Context: an optimization exercise on an open-source flow, tuned for a short achievable clock period and few clock cycles. The choices shown serve that exercise and are no tape-out recipe.
RTL that was checked went through simulation tests only; none was proved equivalent to the original.
Power figures rest on the tool's default switching activity, not on a simulated workload.

trial 78:
Design romprog_core, start of the top module:
module romprog_core (
    input  wire        clk,
    input  wire        rst,
    input  wire        rx_valid,
    input  wire [7:0]  rx_data,
    output wire        rx_ready,
    output wire        tx_valid,
    output wire [7:0]  tx_data,
    input  wire        tx_ready,
    output wire        flash_req_valid,
    output wire [2:0]  flash_op,
    output wire [31:0] flash_addr,
    output wire [7:0]  flash_wdata,
    input  wire        flash_resp_valid,
    input  wire [7:0]  flash_rdata
);
Size: ~2700 cells after synthesis, ~890 flip-flops, about 75 I/O pins, roughly 41000 um2 of cells after synthesis.
Settings: LEC_CHECK=0, CAP_MARGIN=20, CORE_MARGIN=2, CORE_UTILIZATION=40, PLACE_DENSITY=0.6, SLEW_MARGIN=20; clock period 10.0 ns.
standard.sh (not shown) runs the stock make flow with config.mk's settings and CLKGATE_MAP_FILE= SYNTH_SCRIPT=/design/flow/synth_recipe.tcl, a recipe that flattens the netlist after the stock synthesis.
==> flow/flow/run.sh <==
#!/bin/bash
# The standard layout, with repair_timing asked to reach more setup slack
# than the clock period alone demands (the SDC and period are unchanged).
set -euo pipefail
bash standard.sh SETUP_SLACK_MARGIN=7 finish > standard_flow.log 2>&1
Relative to trial 78, the following input files were edited for trial 10:
diff --git a/flow/design.v b/flow/design.v
--- a/flow/design.v
+++ b/flow/design.v
@@ -35,13 +35,15 @@
     reg        in_frame;     
     reg        in_esc;       
     reg  [6:0] rl_q;         
     reg        clr_q;        
     reg        wv_q;         
     reg  [6:0] wa_q;
-    reg  [7:0] wd_q;         
+    reg  [5:0] wm_q;         
+    reg        wm_v;         
+    reg  [7:0] wd_q;
     reg        wl0, wl2, wl7, wl8, wl10;    
     assign rx_ready = rx_ready_r;
     wire [6:0] rl      = clr_q ? 7'd0 : (wv_q ? (rl_q + 7'd1) : rl_q);
     wire       rl_nz   = (rl != 7'd0);
     wire       rl_full = (rl == MAX_PACKET);
     wire take      = rx_valid && rx_ready_r;
@@ -50,13 +52,15 @@
     wire close_now = take && is_m && in_frame && rl_nz;
     wire data_byte = take && !is_m && (in_esc || (in_frame && !is_e));
     wire append    = data_byte && !rl_full;
     wire [6:0] rl_m7 = rl - 7'd7;
     always @(posedge clk) begin
         wa_q <= rl;
-        wd_q <= rx_ready_r ? (rx_data ^ (in_esc ? ESC_XOR : 8'h00)) : flash_rdata;
+        wm_q <= rl_m7[5:0];
+        wm_v <= (rl >= 7'd7);
+        wd_q <= rx_data ^ (in_esc ? ESC_XOR : 8'h00);
         wl0  <= append && (rl == 7'd0);
         wl2  <= append && (rl == 7'd2);
         wl7  <= append && (rl == 7'd7);
         wl8  <= append && (rl == 7'd8);
         wl10 <= append && (rl == 7'd10);
         if (rst) begin
@@ -82,15 +86,15 @@
                 end
             end
         end
     end
     reg  [7:0] h0, h1, h2, h3, h4, h5, h6, h7, h8, h9, h10;
     reg  [7:0] mem [0:63];
-    reg        mwen;          
-    reg  [5:0] widx;
-    reg        x1;            
+    reg        rcap_q;        
+    reg  [7:0] rd_q;
+    reg  [5:0] ridx;
     always @(posedge clk) begin
         if (wv_q) begin
             case (wa_q)
                 7'd0:  h0  <= wd_q;
                 7'd1:  h1  <= wd_q;
                 7'd2:  h2  <= wd_q;
@@ -103,12 +107,20 @@
                 7'd9:  h9  <= wd_q;
                 7'd10: h10 <= wd_q;
                 default: ;
             endcase
         end
     end
+    wire       mw_dec = wv_q && wm_v;
+    wire [5:0] mw_idx = mw_dec ? wm_q : ridx;
+    wire [7:0] mw_dat = mw_dec ? wd_q : rd_q;
+    wire       mw_en  = mw_dec || rcap_q;
+    always @(posedge clk) begin
+        if (mw_en)
+            mem[mw_idx] <= mw_dat;
+    end
     reg  [7:0]  pc_room;      
     reg         pc_room_ok;   
     reg  [14:0] pc_a1;        
     reg  [14:0] pc_a4k;       
     reg         pc_rng;       
     reg         pc_align;     
@@ -219,13 +231,12 @@
     reg         c_ident, c_read, c_write, c_crc, c_erase;
     reg         iseq;       
     assign flash_req_valid = fv;
     assign flash_op        = fop;
     assign flash_addr      = {17'd0, faddr};
     assign flash_wdata     = fwd;
-    wire [14:0] h3_h4_15 = {h4[6:0], h3};
     wire resp     = flash_resp_valid && fv;
     wire nv       = (fcnt[15:1] != 15'd0);    
     wire last_rsp = resp && !nv;
     always @(posedge clk) begin
         if (rst) begin
             fv <= 1'b0;
@@ -270,26 +281,13 @@
             nwd   <= c_write ? mem[wp[5:0]] : 8'd0;
             fcnt  <= fcnt - 16'd1;
             wp    <= wp + 7'd1;
             iseq  <= 1'b1;
         end
     end
-    wire [5:0] widx_nx = rx_ready_r ? rl_m7[5:0] :
-                         x1 ? 6'd0 : (mwen ? (widx + 6'd1) : widx);
-    always @(posedge clk) begin
-        x1   <= rx_ready_r;
-        widx <= widx_nx;
-        if (rst)
-            mwen <= 1'b0;
-        else
-            mwen <= rx_ready_r ? (append && (rl >= 7'd7)) : (resp && c_read);
-    end
-    always @(posedge clk) begin
-        if (mwen)
-            mem[widx] <= wd_q;
-    end
+    wire [14:0] h3_h4_15 = {h4[6:0], h3};
     reg         crc_q, mfr_q, dev_q;
     reg  [15:0] crc;
     reg  [7:0]  id_mfr, id_dev;
     function [15:0] crc16_byte;
         input [15:0] c_in;
         input [7:0]  b;
@@ -300,26 +298,32 @@
             for (k = 0; k < 8; k = k + 1)
                 c = c[15] ? ((c << 1) ^ 16'h1021) : (c << 1);
             crc16_byte = c;
         end
     endfunction
     always @(posedge clk) begin
+        rd_q   <= flash_rdata;
+        rcap_q <= 1'b0;
         crc_q  <= 1'b0;
         mfr_q  <= 1'b0;
         dev_q  <= 1'b0;
         if (!rst && !rx_ready_r && resp) begin
+            rcap_q <= c_read;
             crc_q  <= c_crc;
             mfr_q  <= (fop == F_READ_MFR);
             dev_q  <= (fop == F_READ_DEV);
         end
-        if (rx_ready_r)
-            crc <= 16'd0;
-        else if (crc_q)
-            crc <= crc16_byte(crc, wd_q);
-        if (mfr_q) id_mfr <= wd_q;
-        if (dev_q) id_dev <= wd_q;
+        if (rx_ready_r) begin
+            ridx <= 6'd0;
+            crc  <= 16'd0;
+        end else begin
+            if (rcap_q) ridx <= ridx + 6'd1;
+            if (crc_q)  crc  <= crc16_byte(crc, rd_q);
+        end
+        if (mfr_q) id_mfr <= rd_q;
+        if (dev_q) id_dev <= rd_q;
     end
     localparam [1:0] P_IDLE = 2'd0, P_BODY = 2'd2, P_CLOSE = 2'd3;
     reg  [1:0] pst;
     reg  [6:0] pj;          
     reg  [5:0] pkn;         
     reg  [6:0] pcnt;        
--- outcome ---
Summary of trial 10 over trial 78: area of the multi-input gates moved up; sequential cell fraction of total power moved up; hold slack moved down. Trial 10 vs. trial 78: die boundary height has increased, total routed wirelength has decreased, logic gate share of total power has decreased.
Testbench counts of trial 10, summed over its fixed seeds: cycles 45,774.
No functional check of the RTL was part of trial 78.

==> static timing again, ports no longer ideal <==
The results above use ideal ports. As a check the final layouts listed here were re-extracted and re-timed, cells and wires unchanged. Step 1 (the two cells are an assumption about what drives the block):
set clk [get_ports {clk}]
set_driving_cell -lib_cell sky130_fd_sc_hd__clkbuf_16 $clk
set_driving_cell -lib_cell sky130_fd_sc_hd__buf_2 [delete_from_list [all_inputs] $clk]
Step 2 moves the port delays by t, midway between the first and last clock arrival at a register: inputs arrive t later, outputs are due t later. That takes back most of the time a late clock gives input paths. Three values: no drivers, after step 1, after step 2; two values: the first two.
| run | t (ns) | setup WS [ns] | worst data-port slew with drivers (ns) | pins driven straight from the clock port |
|---|---|---|---|---|
| trial 78 | 0.752 | 6.813 / 6.743 / 6.119 | 0.08 | 1 |
| trial 10 | 0.732 | 6.840 / 6.768 / 6.285 | 0.06 | 1 |
After both steps every run listed still meets setup and hold. The setup slack of trial 78, which loses most, moves by -0.070 ns with the drivers and by -0.694 ns with both steps.
